This design comes from an exercise in tuning for small area, a short achievable clock period and few clock cycles per item on the open sky130 flow, not from production work. RTL that was checked went through simulation tests only; none was proved equivalent to the original.

Design aes256_cbc, start of the top module:
module aes256_cbc #(
  parameter [127:0] IV0 = 128'h0102030405060708090a0b0c0d0e0f10
) (
  input  wire         clk,
  input  wire         rst,         
  input  wire         in_valid,
  output wire         in_ready,
  input  wire [1:0]   in_op,
  input  wire         in_first,
  input  wire [127:0] in_data,
  input  wire [255:0] in_key,
  output wire         out_valid,
  input  wire         out_ready,
  output wire [127:0] out_data,
  output wire [1:0]   out_err
);
Size: about 11,000 cells after synthesis, roughly 520 I/O pins.
==> flow/config.mk <==
export PLATFORM = sky130hd
export DESIGN_NAME = aes256_cbc
export DESIGN_NICKNAME = aes256_cbc
export VERILOG_FILES = /design/flow/design.v
export SDC_FILE = /design/flow/constraint.sdc
export NUM_CORES = 8
export LEC_CHECK = 0
export CAP_MARGIN = 30
export CORE_MARGIN = 2
export CORE_UTILIZATION = 45
export CTS_BUF_LIST = sky130_fd_sc_hd__clkbuf_8
export PLACE_DENSITY = 0.6
export SETUP_SLACK_MARGIN = 4.5
export SLEW_MARGIN = 35
export SYNTH_HIERARCHICAL = 1
export SYNTH_MINIMUM_KEEP_SIZE = 0
==> flow/constraint.sdc <==
create_clock -name core_clock -period 11.0 [get_ports {clk}]
set_input_delay 2.2000 -clock core_clock [delete_from_list [all_inputs] [get_ports {clk}]]
set_output_delay 2.2000 -clock core_clock [all_outputs]
set_load 0.01 [all_outputs]
standard.sh (not shown) runs the stock make flow with config.mk's settings and CLKGATE_MAP_FILE= SYNTH_SCRIPT=/design/flow/synth_recipe.tcl, a recipe that flattens the netlist after the stock synthesis.
==> flow/flow/run.sh <==
#!/bin/bash
# The standard layout (the standard.sh, ORFS synthesis to final), with one change: the port
# buffers that global placement inserts are the smallest buffer cell instead of ORFS's default
# pick (a 4-stage delay buffer). Every port still gets its buffer.
set -euo pipefail
bash standard.sh 'BUFFER_PORTS_ARGS=-buffer_cell sky130_fd_sc_hd__buf_1' finish > standard_flow.log 2>&1
Testbench counts at the start, summed over its fixed seeds: cycles 11,896, items 842.
Rerun with:
==> flow/run.sh (new file) <==
#!/bin/bash
# synth_recipe.tcl (not shown) runs the flow's synth.tcl, then flattens the netlist and writes it again
# the make line also repeats each setting of config.mk as NAME=value (left out here)
make -C /OpenROAD-flow-scripts/flow DESIGN_CONFIG=/design/flow/config.mk WORK_HOME=/design/flow/orfs CLKGATE_MAP_FILE= SYNTH_SCRIPT=/design/flow/synth_recipe.tcl finish
removed: flow/flow/run.sh
removed: flow/standard.sh
Outcome: Via count hardly moves; core utilization rose by 1.2 points; register-to-register slack gets worse by 0.03 ns; worst setup slack degrades by 0.16 ns; wire length came out higher slightly; synthesized cell count stays the same; critical path depth shrinks by 18; die area stays the same.
Rerun with:
SETUP_SLACK_MARGIN = 4.75   (was 4.5)
Area after synthesis is unchanged.
First-iteration DRC count rises by a few percent.
Design area came out higher by a few percent.
Worst setup slack gets better by 0.27 ns.
Flip-flop and latch count does not change.
Wire length is lower slightly.
Count of clock-buffer cells in the layout decreases by 1.
Core utilization rose by 1.1 points.
Global-route usage is lower by 0.33 points.

---

Setup of run A:
aes256_cbc, a different RTL version from the one above (not shown whole).
Size: roughly 12000 cells after synthesis, roughly 520 I/O pins, about 110000 sq um of cells after synthesis.
## aes256_cbc
module aes256_cbc #(
  parameter [127:0] IV0 = 128'h0102030405060708090a0b0c0d0e0f10
) (
  input  wire         clk,
  input  wire         rst,         
  input  wire         in_valid,
  output wire         in_ready,
  input  wire [1:0]   in_op,
  input  wire         in_first,
  input  wire [127:0] in_data,
  input  wire [255:0] in_key,
  output wire         out_valid,
  input  wire         out_ready,
  output wire [127:0] out_data,
  output wire [1:0]   out_err
);
Settings: LEC_CHECK=0, CAP_MARGIN=30, CORE_MARGIN=2, CORE_UTILIZATION=45, PLACE_DENSITY=0.6, SETUP_SLACK_MARGIN=4, SLEW_MARGIN=35, SYNTH_HIERARCHICAL=1, SYNTH_MINIMUM_KEEP_SIZE=0; clock period 11.0 ns.
run.sh (not shown) runs the stock make flow with config.mk's settings and CLKGATE_MAP_FILE= SYNTH_SCRIPT=/design/flow/synth_recipe.tcl, a recipe that flattens the netlist after the stock synthesis.
Stock flow here: none of the scripts above is used.
Inputs modified between run A and run B:
- a change of SETUP_SLACK_MARGIN from 4 to 5
==> flow/flow/run.sh (new file) <==
#!/bin/bash
# The standard layout (the standard.sh, ORFS synthesis to final), with one change: the port
# buffers that global placement inserts are the smallest buffer cell instead of ORFS's default
# pick (a 4-stage delay buffer). Every port still gets its buffer.
set -euo pipefail
bash standard.sh 'BUFFER_PORTS_ARGS=-buffer_cell sky130_fd_sc_hd__buf_1' finish > standard_flow.log 2>&1
==> flow/standard.sh (new file) <==
#!/bin/bash
# synth_recipe.tcl (not shown) runs the flow's synth.tcl, then flattens the netlist and writes it again
# the make line also repeats each setting of config.mk as NAME=value (left out here)
make -C /OpenROAD-flow-scripts/flow DESIGN_CONFIG=/design/flow/config.mk WORK_HOME=/design/flow/orfs CLKGATE_MAP_FILE= SYNTH_SCRIPT=/design/flow/synth_recipe.tcl "${@:-finish}"
removed: flow/run.sh
==> comparison <==
Run B went all the way through the flow, and no timing, DRC or antenna check failed.
Fraction of layout cells with a size suffix above 1 sits higher in run B than in run A.
As far as overall die area is concerned, run A and run B perform about the same.
Against run A, wire length in run B rose by a few percent.
Run B vs run A, worst setup slack went up by 790 ps.
Clock-buffer cell count was higher in the run labelled run A.
Looking at slowest stage cell on the critical path, the dfxtp_2 result is from run A; the dfxtp_1 one comes from run B.
## Diff of input files: run C against run B
- a change of CORE_UTILIZATION from 45 to 55
- a change of SETUP_SLACK_MARGIN from 5 to 4.5
- a change of PLACE_DENSITY from 0.6 to 0.7
==> flow/run.sh (new file) <==
#!/bin/bash
# synth_recipe.tcl (not shown) runs the flow's synth.tcl, then flattens the netlist and writes it again
# the make line also repeats each setting of config.mk as NAME=value (left out here)
make -C /OpenROAD-flow-scripts/flow DESIGN_CONFIG=/design/flow/config.mk WORK_HOME=/design/flow/orfs CLKGATE_MAP_FILE= SYNTH_SCRIPT=/design/flow/synth_recipe.tcl finish
removed: flow/flow/run.sh
removed: flow/standard.sh
[summary]
Run C — routed length on met3 about 6.6% higher, run B as reference. Relative to run B, total cell area at the placement stage has increased by 2000 sq um in run C. The via count of the routed design of run C falls short of that of run B by 1107. Per the comparison of run C with run B, count of sequential standard cells essentially unchanged, number of gates on the worst path with buffers counted decreased by 13% relative to the old numbers, setup slack of the worst register-to-register path has decreased. Looking at run C and run B, the synthesized-area fraction occupied by ao, oa, aoi and oai cells is a wash. Run C against run B: cell count decreased 6.9%, gate count after technology mapping essentially unchanged.
Relative to run C, the following input files were edited for run D:
- CORE_UTILIZATION changed from 55 to 45
- PLACE_DENSITY changed from 0.7 to 0.6
Notes after the runs:
Run comparison: run C source of the critical timing path w[31]$_DFF_P_; run D source of the critical timing path in_op[0]. Sort run D and run C by wire length, descending, and run D comes first. Actual slew at the worst max-slew pin was lower in run D than in run C.
No functional check of the RTL was part of any run of this note.

---

== v23 ==
aes256_cbc, a different RTL version from the one above (not shown whole).
Size in the first run: about 11000 cells after synthesis, ~1300 flip-flops, roughly 520 I/O pins, ~110000 sq um of cells after synthesis.
## aes256_cbc
module aes256_cbc #(
  parameter [127:0] IV0 = 128'h0102030405060708090a0b0c0d0e0f10
) (
  input  wire         clk,
  input  wire         rst,         
  input  wire         in_valid,
  output wire         in_ready,
  input  wire [1:0]   in_op,
  input  wire         in_first,
  input  wire [127:0] in_data,
  input  wire [255:0] in_key,
  output wire         out_valid,
  input  wire         out_ready,
  output wire [127:0] out_data,
  output wire [1:0]   out_err
);
  localparam [1:0] OP_KEXP = 2'd0, OP_ENC = 2'd1, OP_DEC = 2'd2, OP_ILL = 2'd3;
  localparam [1:0] E_NONE = 2'd0, E_ILLEGAL = 2'd1, E_NOKEY = 2'd2;
  reg         busy;           
  reg [1:0]   err;            
  reg [3:0]   rnd;            
  reg         aesv;           
  reg         ovalid;
  reg [127:0] obuf;           
  reg [1:0]   oerr;
  reg [127:0] state;
  reg [127:0] chain;          
  reg [127:0] mask;           
  reg [255:0] k0;             
  reg [255:0] kn;             
  reg         kn_pending;     
  reg [255:0] w;              
  reg  enc, dec, kexp;        
  wire is_enc  = enc;
  wire is_dec  = dec;
  ...
==> flow/config.mk <==
export PLATFORM = sky130hd
export DESIGN_NAME = aes256_cbc
export DESIGN_NICKNAME = aes256_cbc
export VERILOG_FILES = /design/flow/design.v
export SDC_FILE = /design/flow/constraint.sdc
export NUM_CORES = 8
export LEC_CHECK = 0
export CAP_MARGIN = 25
export CORE_MARGIN = 2
export CORE_UTILIZATION = 45
export CTS_BUF_LIST = sky130_fd_sc_hd__clkbuf_8
export PLACE_DENSITY = 0.6
export SETUP_SLACK_MARGIN = 4.75
export SLEW_MARGIN = 25
export SYNTH_HIERARCHICAL = 1
export SYNTH_MINIMUM_KEEP_SIZE = 0
==> flow/constraint.sdc <==
create_clock -name core_clock -period 11.0 [get_ports {clk}]
set_input_delay 2.2000 -clock core_clock [delete_from_list [all_inputs] [get_ports {clk}]]
set_output_delay 2.2000 -clock core_clock [all_outputs]
set_load 0.01 [all_outputs]
standard.sh (not shown) runs the stock make flow with config.mk's settings and CLKGATE_MAP_FILE= SYNTH_SCRIPT=/design/flow/synth_recipe.tcl, a recipe that flattens the netlist after the stock synthesis.
==> flow/flow/run.sh <==
#!/bin/bash
# The standard layout (the standard.sh, ORFS synthesis to final), with one change: the port
# buffers that global placement inserts are the smallest buffer cell instead of ORFS's default
# pick (a 4-stage delay buffer). Every port still gets its buffer.
set -euo pipefail
bash standard.sh 'BUFFER_PORTS_ARGS=-buffer_cell sky130_fd_sc_hd__buf_1' finish > standard_flow.log 2>&1
v23 finished every stage and its layout cleared the timing, DRC and antenna checks.
Testbench counts of v23, summed over its fixed seeds: cycles 11,896, items 842.
What v11 does differently from v23 at the input level:
Settings: an added CTS_CLUSTER_SIZE of 14; a change of CAP_MARGIN from 25 to 30; an added CTS_CLUSTER_DIAMETER of 60; a change of SLEW_MARGIN from 25 to 35.
Notes after the runs:
Per the comparison of v11 with v23, global-route usage shows no meaningful change; proportion of layout cells with a drive suffix above 1 shows a reduction of 0.29 points; data required time at the worst endpoint shows a reduction of 0.18 ns; met2 track utilization from global routing shows a reduction of 0.61 points; portion of the layout cell area used by non-clock buffers shows an increase of 0.28 points.
The setup slack in v11 sits 0.023 ns below the value recorded for v23.
The following lists how v12 was set up differently from v11:
Settings: CTS_CLUSTER_SIZE no longer set, was 14; CTS_CLUSTER_DIAMETER no longer set, was 60; CORE_UTILIZATION now 40, was 45.
Notes after the runs:
- More vias were needed by v12 than by v11.
- Of v12 and v11, v11 shows the lower number of global-route vias before repair, with v12 above it.
- Worst-case clock buffer depth is higher on v12
- v12 against v11: worst slack on hold paths decreased by 0.020 ns relative to the old numbers, length of the first detailed-routing pass in iterations up 1, global-route wire length before repair went up by 16 mm.
The following lists how v51 was set up differently from v12:
Settings: CORE_UTILIZATION now 45, was 40; SETUP_SLACK_MARGIN now 4.5, was 4.75.
[summary]
- v51: met2 global-route usage 3.9 points above v12
- Of v12 and v51, v12 shows the lower headroom to the max-slew limit, with v51 above it.
- met1 global-route usage in v51 is 5.3 points above v12.
- v51 gives more core utilization than v12 did.
- v51 did not stop at any stage, and its layout met the timing, DRC and antenna checks.

## what the ideal ports hide
The flow's constraints put no driver on any port. The routed layouts listed below were extracted and timed again, unchanged, in two steps.
Step 1 (the two cells are an assumption about what drives the block):
set clk [get_ports {clk}]
set_driving_cell -lib_cell sky130_fd_sc_hd__clkbuf_16 $clk
set_driving_cell -lib_cell sky130_fd_sc_hd__buf_2 [delete_from_list [all_inputs] $clk]
Step 2 moves the port delays by t, midway between the first and last clock arrival at a register: inputs arrive t later, outputs are due t later. That takes back most of the time a late clock gives input paths.
a / b / c = ideal ports / drivers / drivers and shift; a / b = the first two.
run | t (ns) | setup slack, ns | worst setup path at the end | worst data-port slew with drivers (ns)
the first run of note 1 | 1.140 | 4.683 / 4.683 / 4.096 | input to register | 0.29
the second run of note 1 | 1.146 | 4.525 / 4.418 / 3.477 | input to register | 0.16
the third run of note 1 | 1.179 | 4.795 / 4.661 / 3.726 | input to register | 0.17
run A | 0.940 | 4.131 / 4.131 / 3.710 | input to register | 0.30
run B | 0.928 | 4.923 / 4.923 / 4.089 | input to register | 0.37
run C | 0.933 | 4.486 / 4.486 / 3.698 | input to register | 0.22
run D | 0.918 | 4.574 / 4.603 / 3.700 | input to register | 0.33
v23 | 1.149 | 4.861 / 4.861 / 4.183 | input to register | 0.24
v11 | 1.085 | 4.839 / 4.839 / 4.134 | input to register | 0.26
v12 | 1.166 | 4.826 / 4.826 / 4.395 | input to register | 0.33
v51 | 1.135 | 4.571 / 4.571 / 4.366 | input to register | 0.21
After both steps setup and hold are still met in every run listed. The setup slack of the third run of note 1, which loses most, moves by -0.134 ns with the drivers and by -1.069 ns with both steps.
